This is an optimization exercise on Yosys and OpenROAD, whose aim is small area, not a production implementation. In this exercise RTL edits were held to simulation tests only and were not proved equivalent to the original. Power figures rest on the tool's default switching activity, not on a simulated workload.

==> design/flow/design.v <==
module ksih (
    input  wire        clk,
    input  wire        rst,           
    output wire [3:0]  col_o,         
    input  wire [3:0]  row_i,         
    output wire [4:0]  out_o,         
    output wire        out_we_o,      
    input  wire        edge_i,        
    output wire        irq_o,         
    input  wire        invoke_i,      
    output wire        ret_o,         
    output wire        busy_o,        
    input  wire        hcmd_valid_i,  
    input  wire [10:0] hcmd_i,        
    output wire [7:0]  hrdata_o       
);
    localparam [3:0] S_IDLE = 4'd0,    
                     S_IRET = 4'd1,    
                     S_IWE  = 4'd2,    
                     S_IX   = 4'd3,    
                     S_DIS  = 4'd4,
                     S_CHK  = 4'd5,
                     S_COL1 = 4'd6,    
                     S_COLN = 4'd7,    
                     S_RD   = 4'd8,
                     S_CLR  = 4'd9,
                     S_EN   = 4'd10,
                     S_OUTM = 4'd11,   
                     S_OUT0 = 4'd12;   
    reg [3:0] s_q;
    reg [3:0] col_q;
    reg [4:0] out_q;
    reg       ier_q;
    reg       isr_q;
    reg [7:0] hrdata_q;
    wire idle = (s_q[3:2] == 2'b00);
    wire hv   = idle && hcmd_valid_i && !invoke_i;
    wire [2:0] op  = hcmd_i[10:8];
    wire       a0  = hcmd_i[0];
    wire [3:0] rl  = ~row_i;
    wire       hit = (rl == 4'b0001) | (rl == 4'b0010) | (rl == 4'b0100) | (rl == 4'b1000);
    wire [1:0] r   = {rl[3] | rl[2], rl[3] | rl[1]};
    reg [3:0] code;
    wire [1:0] rr = s_q[1:0];
    always @(*) begin
        case ({rr, col_q})
            {2'd0, 4'b0111}: code = 4'h0;
            {2'd0, 4'b1011}: code = 4'hF;
            {2'd0, 4'b1101}: code = 4'hE;
            {2'd0, 4'b1110}: code = 4'hD;
            {2'd1, 4'b0111}: code = 4'h7;
            {2'd1, 4'b1011}: code = 4'h8;
            {2'd1, 4'b1101}: code = 4'h9;
            {2'd1, 4'b1110}: code = 4'hC;
            {2'd2, 4'b0111}: code = 4'h4;
            {2'd2, 4'b1011}: code = 4'h5;
            {2'd2, 4'b1101}: code = 4'h6;
            {2'd2, 4'b1110}: code = 4'hB;
            {2'd3, 4'b0111}: code = 4'h1;
            {2'd3, 4'b1011}: code = 4'h2;
            {2'd3, 4'b1101}: code = 4'h3;
            default:         code = 4'hA;
        endcase
    end
    reg [3:0] s_d;
    always @(*) begin
        case (s_q)
            S_DIS:  s_d = S_CHK;
            S_CHK:  s_d = isr_q ? S_COL1 : S_IRET;
            S_COL1: s_d = S_RD;
            S_COLN: s_d = S_RD;
            S_RD:   s_d = hit ? (S_OUT0 | {2'b00, r}) : (col_q[3] ? S_COLN : S_OUTM);
            S_CLR:  s_d = S_EN;
            S_EN:   s_d = S_IRET;
            S_OUTM, S_OUT0, 4'd13, 4'd14, 4'd15: s_d = S_CLR;
            default: s_d = invoke_i ? S_DIS : (hv && op == 3'd2) ? S_IWE : S_IDLE;
        endcase
    end
    always @(posedge clk) begin
        if (rst) begin
            s_q      <= S_IDLE;
            col_q    <= 4'b1111;
            ier_q    <= 1'b0;
            isr_q    <= 1'b0;
            hrdata_q <= 8'h00;
        end else begin
            s_q <= s_d;
            if (s_q == S_COL1)
                col_q <= 4'b1110;
            else if (s_q == S_COLN)
                col_q <= {col_q[2:0], col_q[3]};
            else if (hv && op == 3'd0)
                col_q <= hcmd_i[3:0];
            if (s_q == S_DIS || (hv && op == 3'd4 && a0))
                ier_q <= 1'b0;
            else if (s_q == S_EN || (hv && op == 3'd6 && a0))
                ier_q <= 1'b1;
            isr_q <= edge_i | (isr_q & ~(s_q == S_CLR || (hv && op == 3'd5 && a0)));
            if (hv && op == 3'd1)
                hrdata_q <= {row_i, col_q};
            else if (hv && op == 3'd3)
                hrdata_q <= {7'b0, isr_q};
        end
    end
    always @(posedge clk) begin
        if (rst)
            ;
        else if (s_q[3:2] == 2'b11)
            out_q <= {1'b0, code};
        else if (s_q == S_OUTM)
            out_q <= 5'h10;
        else if (hv && op == 3'd2)
            out_q <= hcmd_i[4:0];
    end
    assign col_o    = col_q;
    assign out_o    = out_q;
    assign out_we_o = (s_q == S_IWE) || (s_q == S_CLR);
    assign irq_o    = ier_q & isr_q;
    assign ret_o    = (s_q == S_IRET);
    assign busy_o   = !idle;
    assign hrdata_o = hrdata_q;
endmodule
==> design/flow/flow/run.sh <==
#!/bin/bash
# Own layout flow: the standard flow (standard.sh) with the standard
# synthesis unchanged, then the layout with smaller port buffers (every port
# still gets its own buffer) and a clock tree without dummy loads.
set -euo pipefail
cd "$(dirname "$0")/.."
bash standard.sh synth > synth.log 2>&1
bash standard.sh \
  "BUFFER_PORTS_ARGS=-buffer_cell sky130_fd_sc_hd__buf_1" \
  "CTS_ARGS=-sink_clustering_enable -repair_clock_nets -dont_use_dummy_load -buf_list sky130_fd_sc_hd__clkbuf_8" \
  finish > layout.log 2>&1
==> design/flow/standard.sh <==
#!/bin/bash
# synth_recipe.tcl (not shown) runs the flow's synth.tcl, then flattens the netlist and writes it again
# the make line also repeats each setting of config.mk as NAME=value (left out here)
make -C /OpenROAD-flow-scripts/flow DESIGN_CONFIG=/design/flow/config.mk WORK_HOME=/design/flow/orfs CLKGATE_MAP_FILE= SYNTH_SCRIPT=/design/flow/synth_recipe.tcl "${@:-finish}"
==> design/flow/config.mk <==
export PLATFORM = sky130hd
export DESIGN_NAME = ksih
export DESIGN_NICKNAME = ksih
export VERILOG_FILES = /design/flow/design.v
export SDC_FILE = /design/flow/constraint.sdc
export NUM_CORES = 4
export LEC_CHECK = 0
export CAP_MARGIN = 20
export CORE_MARGIN = 2
export CORE_UTILIZATION = 40
export SLEW_MARGIN = 20
==> design/flow/constraint.sdc <==
create_clock -name core_clock -period 10.0 [get_ports {clk}]
set_input_delay 2.0000 -clock core_clock [delete_from_list [all_inputs] [get_ports {clk}]]
set_output_delay 2.0000 -clock core_clock [all_outputs]
set_load 0.01 [all_outputs]
==> out/metrics.cfg, run 1 <==
[finish]
drive_above_1_share_pct = 3.13
fin_util_pct = 47.8
seqCellArea_um2 = 510
syn2layout_area_growth_pct = 14.5
final_cell_count_no_fill = 238
fin_area_um2 = 1610
multi_input_area_um2 = 837
nets = 219
fill_cells = 381
diodes = 0

[worst_setup_path]
start_kind = input port
critical_path_required_ns = 9.90
crit_arrival_ns = 3.58
cp_max_fo = 7
reg2reg_depth = 4
path_class = input port to flip-flop
cp-end-kind = flip-flop

[min_path]
min-delay-path-class = flip-flop to flip-flop
hold_depth = 1

[timing]
finalSetupViolations = 0
worst_pin_slew_ns = 0.644
slew_headroom_pct = 57.1
rsz0062_at_grt = false
fin_crit_sh_pct = 36.8
fmax_mhz = 272
maxSlewViolCount = 0
fin_setup_tns_ns = 0
finClkSkew_ns = 0.00920
min_period_ns = 3.68
finalHoldViolCount = 0

[logic_synthesis]
ys_warn_count = 1
synth_area_um2 = 1400
avgSynthCellArea_um2 = 8.77
synthFlopType = dfxtp_1
synth_edf_count = 5
synth_most_common_cell = dfxtp_1
seq_area_frac_synth_pct = 36.4
syn_nets = 185
synthTopCellsByArea = dfxtp_1, edfxtp_1, ha_1
synth-seq-cells = 23
synth_area_leader_cell = dfxtp_1
synthCells = 160
synth_top_area_share_pct = 25.7
yosys-top-cells-count = dfxtp_1, nand2_1, nor2_1, a21oi_1, o21ai_0
async_flop_share_pct = 0
synth_cell_type_count = 42

[place]
place_area_um2 = 1570
port-buffer-count = 37
gp_congestion = 0.776
place_inst = 235
hpwlAfterDp_mm = 2.55

[clock_tree]
cts_buffers = 3
hold_buffers = 0
cts_resized = 0
cts-root-buf = clkbuf_8
cts_setup_buffers = 0
clock_latency_ns = 0.26
cts_tree = done
htreeDepth = 1
clkTransAtPathRegs_ns = 0.08
clk_path_buf_depth = 2
cts.sinks = 23

[pwr]
peakVddDrop_mv = 0.0480
cellPowerDensity_nw_per_um2 = 117
p_leak_nw = 0.592
power.total_uw = 189

[detailed_routing]
drt_first_pass_iters = 4
drcViolationCount = 0
routedWlPerCell_um = 14.0
wl_mm = 3.33
drt_iter0_drc = 34
vias = 1318
drtAntennaViolNets = 0
avgViaCountPerCell = 5.54

[floorplan]
core_area_um2 = 3360
fp.dieW_um = 63.2
ioPinCount = 41
die_h_um = 63.2
die_area_um2 = 4000
start_util_pct = 41.7
rows = 21

[global_routing]
grt_overflow = 0
antenna_found_initial = 0
grtUsageTotal_pct = 17.3
grt_start_max_net_pins = 18
grt_pass1_vias = 1178
grt_pass1_wl_mm = 5.58

[outcome]
status = no timing/DRC/antenna violations

[flow_run]
drv_cap = 0

## worst max-delay path: stages
cell	delay, ns
buf_1	0.08
or4b_1	0.71
nor3_1	0.21
nand2_1	0.12
a21oi_1	0.46
## final timing paths
kind                             startpoint     endpoint  slack [ns]
worst max-delay path               invoke_i     out_q[4]        6.32
worst min-delay path            hrdata_q[1]  hrdata_q[1]        0.48
worst max register to register       s_q[3]     out_q[4]        7.64
worst min register to register  hrdata_q[1]  hrdata_q[1]        0.48
## cell type report
type / instances / area share, %
Timing Repair Buffer: 37 / 8.64
Sequential cell: 23 / 31.8
Multi-Input combinational cell: 123 / 52.1
Tap cell: 46 / 3.58
Clock buffer: 3 / 2.57
Inverter: 6 / 1.40
## placed cells by master, fill, tap and decap left out, drive strengths merged, types with 5 or more instances in the layout
cell type	instances
dfxtp	18
mux2i	5
nand3	5
inv	6
a22o	7
nor2b	5
nand2	16
ha	5
edfxtp	5
nor2	12
o21ai	8
buf	37
a21oi	10
## report_power, final
group          switching [mW]  total [mW]  leakage [nW]  internal, mW
Combinational          0.0179      0.0302         0.379        0.0123
Clock                  0.0272      0.0540        0.0216        0.0268
Sequential            0.00685       0.104         0.192        0.0974
Total                  0.0520       0.189         0.592         0.137
## registers in the layout, indices dropped and copies added (netlist names)
name and count:
out_q 5, isr_q 1, s_q 4, col_q 4
ier_q 1, hrdata_q 8
## stage by stage
stage / setup WS (ns) / hold slack [ns]
floorplan: 6.44 / 0.511
global placement: 6.09 / 0.455
detailed placement: 6.05 / 0.458
CTS: 6.32 / 0.483
global route: 6.21 / 0.514
finish: 6.32 / 0.477
## metal layers
metal  up-vias  GRT usage (%)  share of wire (%)
met5         -              0                  0
met4         0           4.89               0.60
met3         2           2.50                4.7
met2        39           28.1                 47
met1       614           23.9                 48
li1        663              -                  -
## cells by family (layout without fill, tap and decap cells)
family          Yosys count  in the layout  synth area share, %
flops                    23             23                 36.4
simple gates             59             59                 24.4
compound gates           51             51                 25.3
mux                       5              5                 3.57
buf+inv                  14             46                 4.01
xor+xnor                  3              3                 1.87
fa+ha+maj                 5              5                 4.46
==> run 2: changes to the inputs <==
--- a/design/flow/flow/run.sh
+++ b/design/flow/flow/run.sh
@@ -9,3 +9,3 @@
   "BUFFER_PORTS_ARGS=-buffer_cell sky130_fd_sc_hd__buf_1" \
-  "CTS_ARGS=-sink_clustering_enable -repair_clock_nets -dont_use_dummy_load -buf_list sky130_fd_sc_hd__clkbuf_8" \
+  "CTS_ARGS=-sink_clustering_enable -repair_clock_nets -dont_use_dummy_load -buf_list sky130_fd_sc_hd__clkbuf_8 -sink_clustering_size 50 -sink_clustering_max_diameter 300" \
   finish > layout.log 2>&1
==> run 2 against run 1 <==
  * Clock skew stayed put
  * Hold slack stayed put
  * Area after synthesis unchanged
  * Register-to-register slack about the same
  * First-iteration DRC count is the same
  * Clock power barely moved
  * Die area stayed put
  * Fmax did not move
  * Sequential share of layout area unchanged
  * Design area is the same
  * Sequential power hardly changed
  * Via count unchanged
  * Largest power group unchanged
  * Highest routed layer unchanged
==> out/metrics.cfg, run 2 <==
[outcome]
status = no timing/DRC/antenna violations

[floorplan]
fp.dieW_um = 63.2
ioPinCount = 41
die_h_um = 63.2
core_area_um2 = 3360
die_area_um2 = 4000
start_util_pct = 41.7
rows = 21

[logic_synthesis]
synth_top_area_share_pct = 25.7
syn_nets = 185
synth_most_common_cell = dfxtp_1
async_flop_share_pct = 0
synth_cell_type_count = 42
synth-seq-cells = 23
ys_warn_count = 1
synth_area_leader_cell = dfxtp_1
avgSynthCellArea_um2 = 8.77
synthFlopType = dfxtp_1
yosys-top-cells-count = dfxtp_1, nand2_1, nor2_1, a21oi_1, o21ai_0
synthTopCellsByArea = dfxtp_1, edfxtp_1, ha_1
seq_area_frac_synth_pct = 36.4
synth_edf_count = 5
synthCells = 160
synth_area_um2 = 1400

[worst_setup_path]
crit_chain = buf_1 > or4b_1 > nor3_1 > nand2_1 > a21oi_1
critical_path_required_ns = 9.90
start_kind = input port
cp_max_fo = 7
cp-end-kind = flip-flop
crit_arrival_ns = 3.58
critical-path-slowest-cell = or4b_1
slowest_delay_ns = 0.71
path_class = input port to flip-flop
crit_buf_inv = 1
cp_top_family = simple AND/OR/NAND/NOR gates

[finish]
final_common_cell = buf_1
fin_area_um2 = 1610
fin_util_pct = 47.8
largest_reg_flops = 8
drive_above_1_share_pct = 3.13
nets = 219
syn2layout_area_growth_pct = 14.5
diodes = 0
final_cell_mix = buf_1, dfxtp_1, nand2_1, nor2_1, a21oi_1
regMostFlops = hrdata_q
fill_cells = 381
top_regs = hrdata_q: 8 flops, out_q: 5 flops

[timing]
finalHoldViolCount = 0
rsz0062_at_grt = false
hold_slack_ns = 0.477
slew_headroom_pct = 57.1
finalSetupViolations = 0
fin_ws_ns = 6.32
fmax_mhz = 272
finClkSkew_ns = 0.00920
fin_setup_tns_ns = 0
min_period_ns = 3.68
worst_pin_slew_ns = 0.644
maxSlewViolCount = 0
fin_crit_sh_pct = 36.8

[clock_tree]
clock_latency_ns = 0.26
cts_buffers = 3
cts.sinks = 23
cts_tree = done
cts-root-buf = clkbuf_8
cts_setup_buffers = 0
clkTransAtPathRegs_ns = 0.08
cts_resized = 0
clk_path_buf_depth = 2
htreeDepth = 1
hold_buffers = 0

[place]
pre_cts_ws_ns = 6.05
gp_congestion = 0.776
hpwlAfterDp_mm = 2.55
place_area_um2 = 1570
port-buffer-count = 37

[pwr]
peakVddDrop_mv = 0.0480
cellPowerDensity_nw_per_um2 = 117
p_leak_nw = 0.592

[global_routing]
grt_overflow = 0
grt_pass1_vias = 1178
grtUsageTotal_pct = 17.3
grt_pass1_wl_mm = 5.58
antenna_found_initial = 0
grt_start_max_net_pins = 18

[detailed_routing]
routedWlPerCell_um = 14.0
drcViolationCount = 0
drt_iter0_drc = 34
avgViaCountPerCell = 5.54
wl_mm = 3.33
vias = 1318
drtAntennaViolNets = 0
drt_first_pass_iters = 4

[min_path]
min-delay-path-class = flip-flop to flip-flop

[flow_run]
drv_cap = 0

run 2: cell type report:
type	count	area [µm²]	area share [%]
clock buffer	3	41.3	2.57
inverter	6	22.5	1.40
multi-input combinational	123	837	52.1
sequential	23	510	31.8
tap	46	57.6	3.58
timing repair buffer	37	139	8.64
run 2: logic make-up after synthesis:
logic type,synth area share (%)
muxes,3.57
DFF,36.4
and+or+nand+nor,24.4
buffers and inverters,4.01
xor gates and xnor gates,1.87
AOI/OAI and AO/OA,25.3
adders and majority gates,4.46
run 2: final timing paths:
kind                      end  slack, ns  depth (start not counted)        start
setup reg to reg     out_q[4]       7.64                          4       s_q[3]
setup / recovery     out_q[4]       6.32                          5     invoke_i
hold / removal    hrdata_q[1]       0.48                          1  hrdata_q[1]
hold reg to reg   hrdata_q[1]       0.48                          1  hrdata_q[1]
run 2: per-layer routing:
metal / vias up / share of wire, % / global-route usage, %
met2: 39 / 47 / 28.1
met5: - / 0 / 0
met4: 0 / 0.60 / 4.89
li1: 663 / - / -
met1: 614 / 48 / 23.9
met3: 2 / 4.7 / 2.50
run 2: power by group:
part | leakage (nW) | total, mW | switching [mW] | internal (mW)
logic | 0.379 | 0.0302 | 0.0179 | 0.0123
registers | 0.192 | 0.104 | 0.00685 | 0.0974
clock network | 0.0216 | 0.0540 | 0.0272 | 0.0268
run 2: worst reg2reg max path, cell delays in order, from the launching register on:
cell and delay, ns:
dfxtp_1 0.46, or4b_1 0.75, nor3_1 0.21, nand2_1 0.12, a21oi_1 0.46
run 2: per-stage QoR:
step / cells / total power [mW]
floorplan: 160 / 0.125
global placement: 235 / 0.136
detailed placement: 235 / 0.136
CTS: 238 / 0.190
global route: 238 / 0.200
finish: 238 / 0.189
==> run 3: changes to the inputs <==
--- a/design/flow/flow/run.sh
+++ b/design/flow/flow/run.sh
@@ -9,3 +9,3 @@
   "BUFFER_PORTS_ARGS=-buffer_cell sky130_fd_sc_hd__buf_1" \
-  "CTS_ARGS=-sink_clustering_enable -repair_clock_nets -dont_use_dummy_load -buf_list sky130_fd_sc_hd__clkbuf_8 -sink_clustering_size 50 -sink_clustering_max_diameter 300" \
+  "CTS_ARGS=-sink_clustering_enable -repair_clock_nets -dont_use_dummy_load -buf_list sky130_fd_sc_hd__clkbuf_16 -root_buf sky130_fd_sc_hd__clkbuf_16 -sink_clustering_size 50 -sink_clustering_max_diameter 300" \
   finish > layout.log 2>&1
==> run 3 against run 2 <==
  * Still clean on timing, DRC and antenna
  * Register-to-register slack is essentially flat
  * Hold slack lost 0.0012 ns
  * Synthesized cell count is the same
  * Clock skew fell by 0.00066 ns
  * Power is 16% higher
  * Sequential share of layout area is 0.65 points lower
  * Wire length rose by 1.4%
  * Via count rose by 2.6%
  * Final cell count unchanged
  * Non-clock buffer count stayed put
  * Worst setup slack got worse by 0.0054 ns
  * Clock power grew 55%
  * Largest power group unchanged
==> out/metrics.cfg, run 3 <==
[logic_synthesis]
synthCells = 160
synth_compound_area_share_pct = 25.3
synth_area_um2 = 1400
synth-seq-cells = 23
synth_edf_count = 5
synth_most_common_cell = dfxtp_1
synthAdderAreaFrac_pct = 4.46
synth_cell_type_count = 42
synth.area.mux_share_pct = 3.57
synth_top_area_share_pct = 25.7
synthXorXnorAreaFrac_pct = 1.87
synth_simple_gate_area_share_pct = 24.4
synthTopCellsByArea = dfxtp_1, edfxtp_1, ha_1
synth_top_family_by_area = compound AO/OA/AOI/OAI gates
avgSynthCellArea_um2 = 8.77
async_flop_share_pct = 0
yosys-top-cells-count = dfxtp_1, nand2_1, nor2_1, a21oi_1, o21ai_0
synth_area_leader_cell = dfxtp_1
ys_warn_count = 1
syn_nets = 185
seq_area_frac_synth_pct = 36.4
synthFlopType = dfxtp_1

[timing]
finalHoldViolCount = 0
maxSlewViolCount = 0
worst_pin_slew_ns = 0.649
fmax_mhz = 271
rsz0062_at_grt = false
slew_headroom_pct = 56.7
finClkSkew_ns = 0.00854
fin_setup_tns_ns = 0
finalSetupViolations = 0
min_period_ns = 3.69
hold_slack_ns = 0.476
fin_crit_sh_pct = 36.9

[global_routing]
antenna_found_initial = 0
grtUsageTotal_pct = 17.5
met1_usage_pct = 24.0
grt_pass1_wl_mm = 5.64
grt_start_max_net_pins = 18
grt_overflow = 0
busiest_layer = met2
grt_pass1_vias = 1181
met2_usage_pct = 28.3
grtUsageMet3_pct = 3.04

[clock_tree]
clock_latency_ns = 0.26
cts_resized = 0
htreeDepth = 1
cts_tree = done
cts_setup_buffers = 0
clk_path_buf_depth = 2
hold_buffers = 0
cts-root-buf = clkbuf_16
clkTransAtPathRegs_ns = 0.06
cts.sinks = 23
cts_buffers = 3

[flow_run]
drv_cap = 0

[finish]
nets = 219
final_common_cell = buf_1
largest_reg_flops = 8
syn2layout_area_growth_pct = 16.9
final_cell_count_no_fill = 238
fill_cells = 375
top_regs = hrdata_q: 8 flops, out_q: 5 flops
regMostFlops = hrdata_q
final_cell_mix = buf_1, dfxtp_1, nand2_1, nor2_1, a21oi_1
drive_above_1_share_pct = 3.13
fin_util_pct = 48.8
diodes = 0

[worst_setup_path]
rr_endpoint = out_q[4]
critical_path_required_ns = 9.89
reg2reg_depth = 4
start_kind = input port
crit_arrival_ns = 3.58
ff2ff_setup_slack_ns = 7.64
cp_max_fo = 7
path_class = input port to flip-flop
r2r-start = s_q[3]
cp-end-kind = flip-flop

[detailed_routing]
drcViolationCount = 0
vias = 1352
avgViaCountPerCell = 5.68
wl_mm = 3.38
drtAntennaViolNets = 0
drt_first_pass_iters = 4
routedWlPerCell_um = 14.2
drt_iter0_drc = 55

[outcome]
status = no timing/DRC/antenna violations

[pwr]
cellPowerDensity_nw_per_um2 = 133
p_leak_nw = 0.608
peakVddDrop_mv = 0.0573

[floorplan]
start_util_pct = 41.7
ioPinCount = 41
die_h_um = 63.2
die_area_um2 = 4000
core_area_um2 = 3360
rows = 21
fp.dieW_um = 63.2

[min_path]
whs_endpoint = hrdata_q[2]
min-delay-path-class = flip-flop to flip-flop
hold_start = hrdata_q[2]
hold_depth = 1

[place]
place_inst = 235
gp_congestion = 0.776
hpwlAfterDp_mm = 2.55
port-buffer-count = 37

[run 3: cell count changes in the layout (fill, tap and decap cells not counted)]
cell / change
clkbuf_16: +3
clkbuf_8: -3
[run 3: layout make-up]
type	count	area [µm²]	area share [%]
multi-input cells	123	837	51.0
flip-flops and latches	23	510	31.1
repair buffers	37	139	8.46
clock buffers	3	75.1	4.57
well taps	46	57.6	3.51
inverters	6	22.5	1.37
[run 3: kinds of logic (layout without fill, tap and decap cells)]
| family | Yosys count | count (layout) |
|---|---|---|
| flip-flops | 23 | 23 |
| buffers and inverters | 14 | 46 |
| AO/OA/AOI/OAI | 51 | 51 |
| adder cells (fa/ha/maj) | 5 | 5 |
| multiplexers | 5 | 5 |
| AND/OR/NAND/NOR | 59 | 59 |
| XOR/XNOR | 3 | 3 |
[run 3: worst max-delay path by stage]
stage                   from  endpoint  depth (start not counted)
floorplan           invoke_i  out_q[0]                          5
global placement    invoke_i  out_q[1]                          5
detailed placement  invoke_i  out_q[2]                          5
CTS                 invoke_i  out_q[4]                          5
global route        invoke_i  out_q[4]                          5
finish              invoke_i  out_q[4]                          5
[run 3: where the power goes]
part	total (mW)	internal (mW)	switching, mW	leakage, nW
logic	0.0304	0.0123	0.0181	0.379
registers	0.104	0.0976	0.00674	0.192
clock network	0.0838	0.0528	0.0309	0.0370
[run 3: worst max-delay path, stage by stage]
cell and delay, ns:
buf_1 0.08, or4b_1 0.71, nor3_1 0.21, nand2_1 0.12, a21oi_1 0.46
[run 3: routing by layer]
metal  vias up  part of all wire [%]
li1        668                     -
met1       635                    48
met2        45                    46
met3         4                   4.7
met4         0                   1.1
met5         -                     0
[run 3: per-stage QoR]
stage                     cell area (µm²)  setup WS (ns)  power [mW]
after floorplan                      1400           6.44       0.125
after global placement               1570           6.09       0.136
after CTS                            1640           6.31       0.219
after global routing                 1640           6.20       0.229
after detailed placement             1570           6.05       0.136
final                                1640           6.31       0.218

## port drivers added, routing unchanged
The flow's constraints put no driver on any port. The routed layouts listed below were extracted and timed again, unchanged, in two steps. Step 1 (the two cells are an assumption about what drives the block):
set clk [get_ports {clk}]
set_driving_cell -lib_cell sky130_fd_sc_hd__clkbuf_16 $clk
set_driving_cell -lib_cell sky130_fd_sc_hd__buf_2 [delete_from_list [all_inputs] $clk]
Step 2 also shifts input and output timing later by t, the mid clock arrival at the registers, as if the neighbouring blocks saw the same clock. Three values: ideal ports, drivers, drivers and shift; two values: the first two.
| run | t, ns | setup slack, ns | worst setup path at the end |
|---|---|---|---|
| run 1 | 0.281 | 6.317 / 6.319 / 6.038 | input to register |
| run 2 | 0.281 | 6.317 / 6.319 / 6.038 | input to register |
| run 3 | 0.283 | 6.312 / 6.319 / 6.036 | input to register |
After both steps every run listed still meets setup and hold.
